Background: an optimization exercise with open tools, aiming at small area, a short achievable clock period and few clock cycles. Do not read the settings as production practice. Only simulation tests tie the RTL to the original design; equivalence was not proved. Power is estimated from default activity; no workload was simulated.

==> flow/design.v <==
module ppe_codec (
    input  wire        clk,
    input  wire        rst,
    input  wire        cmd_valid,
    output wire        cmd_ready,
    input  wire [3:0]  cmd_op,
    input  wire [7:0]  cmd_seqaddr,
    input  wire [7:0]  cmd_cmd,
    input  wire [10:0] cmd_len,
    input  wire        in_valid,
    output wire        in_ready,
    input  wire [7:0]  in_data,
    output wire        out_valid,
    input  wire        out_ready,
    output wire [7:0]  out_data,
    output wire        res_valid,
    input  wire        res_ready,
    output wire [3:0]  res_err,
    output wire [15:0] res_crc,
    output wire [7:0]  res_start,
    output wire [7:0]  res_seqaddr,
    output wire [7:0]  res_flen
);
    localparam [3:0] ERR_NONE      = 4'h0;
    localparam [3:0] ERR_TRUNCATED = 4'h5;
    localparam [3:0] ERR_CHECKSUM  = 4'h6;
    localparam [3:0] ERR_TOO_LARGE = 4'h8;
    localparam [3:0] ERR_ILLEGAL   = 4'hF;
    localparam [3:0] S_IDLE  = 4'd0,
                     S_CIN   = 4'd1,    
                     S_CZ    = 4'd2,    
                     S_EH0   = 4'd4,    
                     S_EH1   = 4'd5,    
                     S_EH2   = 4'd6,    
                     S_EH3   = 4'd7,    
                     S_EDATA = 4'd8,    
                     S_D0    = 4'd9,    
                     S_D1    = 4'd10,   
                     S_D2    = 4'd11,   
                     S_PAY   = 4'd12,   
                     S_CK0   = 4'd13,   
                     S_CK1   = 4'd14,   
                     S_SKIP  = 4'd15;   
    reg [3:0]  state;
    reg [10:0] rem;        
    reg        lst;        
    reg [7:0]  pcnt;       
    reg        plst;       
    reg        nneg;       
    reg        nbig;       
    reg [15:0] crc;
    reg [7:0]  start_b;
    reg [7:0]  seqaddr;    
    reg [7:0]  flen;       
    reg        mlo;        
    reg        tcrc;       
    reg        rcrc;       
    reg        hdr;        
    reg        pt;         
    reg [1:0]  ts;         
    reg        ttc;        
    reg        first;      
    reg [3:0]  werr;       
    reg        fp;         
    reg        rv;
    reg        rz;         
    assign res_valid   = rv;
    assign res_err     = werr & {4{~rz}};
    assign res_crc     = crc;
    assign res_start   = start_b;
    assign res_seqaddr = seqaddr;
    assign res_flen    = flen;
    function [10:0] dec11(input [10:0] x);    
        integer k;
        reg     z;
        begin
            z = 1'b1;
            for (k = 0; k < 11; k = k + 1) begin
                dec11[k] = x[k] ^ z;
                z = z & ~x[k];
            end
        end
    endfunction
    function [7:0] dec8(input [7:0] x);       
        integer k;
        reg     z;
        begin
            z = 1'b1;
            for (k = 0; k < 8; k = k + 1) begin
                dec8[k] = x[k] ^ z;
                z = z & ~x[k];
            end
        end
    endfunction
    function [7:0] inc8(input [7:0] x);       
        integer k;
        reg     c;
        begin
            c = 1'b1;
            for (k = 0; k < 8; k = k + 1) begin
                inc8[k] = x[k] ^ c;
                c = c & x[k];
            end
        end
    endfunction
    function lt8(input [7:0] a, input [7:0] b);    
        integer k;
        reg     r;
        begin
            r = 1'b0;
            for (k = 0; k < 8; k = k + 1)
                r = (~a[k] & b[k]) | (~(a[k] ^ b[k]) & r);
            lt8 = r;
        end
    endfunction
    wire slot = ~rv | res_ready;
    wire ta   = |ts;       
    wire st_inc  = (state == S_CIN) | (state == S_D1) | (state == S_D2);
    wire st_inn  = (state == S_D0) | (state == S_CK0) | (state == S_CK1) | (state == S_SKIP);
    wire st_gen  = (state == S_EH0) | hdr;
    assign cmd_ready = slot & ~fp & (state == S_IDLE);
    assign in_ready  = st_inn | (st_inc & ~ta & (~rv | ~rcrc | res_ready)) |
                       (pt & ~ta & out_ready & slot);
    assign out_valid = slot & (ta | st_gen | (pt & in_valid));
    wire pto = pt & ~ta;
    wire s7f = ~pt & ~ta & ~hdr;
    assign out_data  = ({8{pto}} & in_data) | ({8{ts[0]}} & crc[7:0]) | ({8{ts[1]}} & crc[15:8]) |
                       ({8{hdr}} & seqaddr) | {1'b0, {7{s7f}}};
    wire cmd_fire = cmd_valid & cmd_ready;
    wire in_fire  = in_valid & in_ready;
    wire out_fire = out_valid & out_ready;
    wire [7:0]  cbyte = hdr ? seqaddr : in_data;
    wire [15:0] base  = crc | {16{first}};
    wire [7:0]  t     = base[15:8] ^ cbyte;
    wire        p     = (^base[15:8]) ^ (^cbyte);
    wire [15:0] crc_next = {
        base[7] ^ p,
        base[6:2],
        base[1] ^ t[7],
        base[0] ^ t[6] ^ t[7],
        t[5] ^ t[6], t[4] ^ t[5], t[3] ^ t[4], t[2] ^ t[3], t[1] ^ t[2], t[0] ^ t[1],
        p ^ t[0],
        p };
    wire trunc = nneg | (~nbig & lt8(pcnt, in_data));
    wire ok    = mlo & (in_data == crc[15:8]);
    wire cmd_zero = (cmd_len == 11'd0);
    wire cmd_big  = (|cmd_len[10:8]) | (&cmd_len[7:0]);
    wire [10:0] rem_m1 = dec11(rem);
    wire [10:0] rem_m4 = {rem[10:2] - 9'd1, rem[1:0]};
    reg [3:0] state_n;
    reg       fin;         
    reg [3:0] fin_err;
    reg       crc_step;
    reg       crc_ffff;
    reg       tstart;      
    always @* begin
        state_n  = state;
        fin      = 1'b0;
        fin_err  = werr;
        crc_step = 1'b0;
        crc_ffff = 1'b0;
        tstart   = 1'b0;
        case (state)
            S_IDLE: if (cmd_fire) begin
                case (cmd_op)
                    4'h1: state_n = cmd_zero ? S_CZ : S_CIN;
                    4'h2: state_n = cmd_big ? S_SKIP : S_EH0;
                    4'h3: if (cmd_zero) begin fin = 1'b1; fin_err = ERR_TRUNCATED; end
                          else state_n = S_D0;
                    default: if (cmd_zero) begin fin = 1'b1; fin_err = ERR_ILLEGAL; end
                             else state_n = S_SKIP;
                endcase
            end
            S_CIN: if (in_fire) begin
                crc_step = 1'b1;
                if (lst) begin tstart = 1'b1; state_n = S_IDLE; end
            end
            S_CZ: if (~ta & (~rv | ~rcrc | res_ready)) begin
                crc_ffff = 1'b1; tstart = 1'b1; state_n = S_IDLE;
            end
            S_EH0: if (out_fire & ~ta) state_n = S_EH1;
            S_EH1: if (out_fire) begin crc_step = 1'b1; state_n = S_EH2; end
            S_EH2: if (out_fire) begin crc_step = 1'b1; state_n = S_EH3; end
            S_EH3: if (out_fire) begin
                crc_step = 1'b1;
                if (rem == 11'd0) begin tstart = 1'b1; state_n = S_IDLE; end
                else state_n = S_EDATA;
            end
            S_EDATA: if (in_fire) begin
                crc_step = 1'b1;
                if (lst) begin tstart = 1'b1; state_n = S_IDLE; end
            end
            S_D0: if (in_fire) begin
                if (lst) begin fin = 1'b1; fin_err = ERR_TRUNCATED; state_n = S_IDLE; end
                else state_n = S_D1;
            end
            S_D1: if (in_fire) begin
                crc_step = 1'b1;
                if (lst) begin fin = 1'b1; fin_err = ERR_TRUNCATED; state_n = S_IDLE; end
                else state_n = S_D2;
            end
            S_D2: if (in_fire) begin
                crc_step = 1'b1;
                if (lst) begin fin = 1'b1; fin_err = ERR_TRUNCATED; state_n = S_IDLE; end
                else if (trunc) state_n = S_SKIP;
                else if (in_data == 8'd0) state_n = S_CK0;
                else state_n = S_PAY;
            end
            S_PAY: if (in_fire) begin
                crc_step = 1'b1;
                if (plst) state_n = S_CK0;
            end
            S_CK0: if (in_fire) state_n = S_CK1;
            S_CK1: if (in_fire) begin
                if (lst) begin fin = 1'b1; fin_err = ok ? ERR_NONE : ERR_CHECKSUM; state_n = S_IDLE; end
                else state_n = S_SKIP;
            end
            S_SKIP: if (in_fire & lst) begin fin = 1'b1; state_n = S_IDLE; end
            default: ;
        endcase
    end
    wire traise = ts[1] & out_fire;
    wire fraise = (fin | fp) & slot & ~ta;
    wire raise  = traise | fraise;
    always @(posedge clk) begin
        if (rst) begin
            state <= S_IDLE;
            hdr   <= 1'b0;
            pt    <= 1'b0;
            ts    <= 2'd0;
            rv    <= 1'b0;
            fp    <= 1'b0;
        end else begin
            state <= state_n;
            hdr   <= (state_n == S_EH1) | (state_n == S_EH2) | (state_n == S_EH3);
            pt    <= (state_n == S_EDATA) | (state_n == S_PAY);
            if (tstart) ts <= 2'd1;
            else if (out_fire & ta) ts <= {ts[0], 1'b0};
            rv    <= raise | (rv & ~res_ready);
            fp    <= (fin | fp) & ~fraise;
        end
    end
    always @(posedge clk) begin
        if (raise) rz <= traise;
        if (raise) rcrc <= traise & ttc;
        if (tstart) ttc <= tcrc;
        if (fin) werr <= fin_err;
        if (crc_step) crc <= crc_next;
        else if (crc_ffff) crc <= 16'hFFFF;
        if (hdr & out_fire) begin
            seqaddr <= flen;
            flen    <= pcnt;
        end
        if (cmd_fire) first <= 1'b1;
        else if (crc_step) first <= 1'b0;
        if (cmd_fire) begin
            rem  <= cmd_len;
            lst  <= (cmd_len == 11'd1);
            tcrc <= (cmd_op == 4'h1);
            if (~fin) werr <= (cmd_op == 4'h2) ? ERR_TOO_LARGE : ERR_ILLEGAL;
            if (cmd_op == 4'h2) begin
                seqaddr <= cmd_seqaddr;
                pcnt    <= cmd_cmd;
                flen    <= inc8(cmd_len[7:0]);
            end
        end else if (in_fire) begin
            rem <= rem_m1;
            lst <= (rem == 11'd2);
        end
        if (in_fire) begin
            case (state)
                S_D0: start_b <= in_data;
                S_D1: begin
                    seqaddr <= in_data;
                    pcnt    <= rem_m4[7:0];
                    nneg    <= rem_m4[10];
                    nbig    <= ~rem_m4[10] & (|rem_m4[9:8]);
                end
                S_D2: begin
                    flen <= in_data;
                    pcnt <= in_data;
                    plst <= (in_data == 8'd1);
                    if (trunc) werr <= ERR_TRUNCATED;
                end
                S_PAY: begin
                    pcnt <= dec8(pcnt);
                    plst <= (pcnt == 8'd2);
                end
                S_CK0: mlo <= (in_data == crc[7:0]);
                S_CK1: werr <= ok ? ERR_NONE : ERR_CHECKSUM;
                default: ;
            endcase
        end
    end
endmodule
clock: 4.5 ns
lec_check: 0
abc_area: 1
cap_margin: 20
core_margin: 2
core_utilization: 75
cts_buf_list: sky130_fd_sc_hd__clkbuf_8
cts_cluster_diameter: 100
cts_cluster_size: 40
setup_slack_margin: 1.9
slew_margin: 20
standard.sh (not shown) runs the stock make flow with config.mk's settings and CLKGATE_MAP_FILE= SYNTH_SCRIPT=/design/flow/synth_recipe.tcl, a recipe that flattens the netlist after the stock synthesis.
==> flow/flow/run.sh <==
#!/bin/bash
# Standard layout, but the port buffers are plain buf_1 cells instead of the
# resizer's default pick (a 0.5 ns delay buffer).
set -euo pipefail
export BUFFER_PORTS_ARGS="-buffer_cell sky130_fd_sc_hd__buf_1"
bash standard.sh > standard_flow.log 2>&1
The baseline finished clean.
Testbench counts at the start, summed over its fixed seeds: cycles 47,088.
Edit:
==> flow/flow/run.sh (replaced) <==
#!/bin/bash
# Standard layout, but the port buffers are plain buf_2 cells instead of the
# resizer's default pick (a 0.5 ns delay buffer).
set -euo pipefail
export BUFFER_PORTS_ARGS="-buffer_cell sky130_fd_sc_hd__buf_2"
bash standard.sh > standard_flow.log 2>&1
CORE_UTILIZATION = 40   (was 75)
SETUP_SLACK_MARGIN = 2.05   (was 1.9)
Outcome: Via count is lower by 9.0%. Critical path depth falls by 4. Total power increases by 4.2%. Maximum frequency rose by 0.91%. Area after synthesis is unchanged.
Edit:
==> flow/flow/run.sh (replaced) <==
#!/bin/bash
# Standard layout, but the port buffers are plain buf_1 cells instead of the
# resizer's default pick (a 0.5 ns delay buffer).
set -euo pipefail
export BUFFER_PORTS_ARGS="-buffer_cell sky130_fd_sc_hd__buf_1"
bash standard.sh > standard_flow.log 2>&1
CORE_UTILIZATION = 60   (was 40)
SETUP_SLACK_MARGIN = 1.8   (was 2.05)
Result:
- global-route usage climbs by 11 points
- count of clock-buffer cells in the layout rose by 1
- clock skew barely changes

[afterwards: timing with drivers on the ports]
How much do the figures lean on ideal ports? The routed layouts below were timed once more, with nothing changed but the port constraints.
Step 1 (the two cells are an assumption about what drives the block):
set clk [get_ports {clk}]
set_driving_cell -lib_cell sky130_fd_sc_hd__clkbuf_16 $clk
set_driving_cell -lib_cell sky130_fd_sc_hd__buf_2 [delete_from_list [all_inputs] $clk]
Step 2 also shifts input and output timing later by t, the mid clock arrival at the registers, as if the neighbouring blocks saw the same clock.
Three values: ideal, step 1, step 2; two values: the first two.
run | t (ns) | setup slack, ns | hold WS [ns] | latest minus earliest clock arrival (ns)
the first run | 0.391 | 1.943 / 1.935 / 1.560 | 0.513 / 0.513 / 0.513 | 0.015 / 0.015
the second run | 0.413 | 1.966 / 1.935 / 1.723 | 0.493 / 0.493 / 0.493 | 0.013 / 0.013
the third run | 0.401 | 1.866 / 1.842 / 1.505 | 0.495 / 0.495 / 0.495 | 0.011 / 0.012
After both steps every run listed still meets setup and hold. For the first run, which loses most, drivers alone change the setup slack by -0.008 ns; drivers and shift together by -0.383 ns.
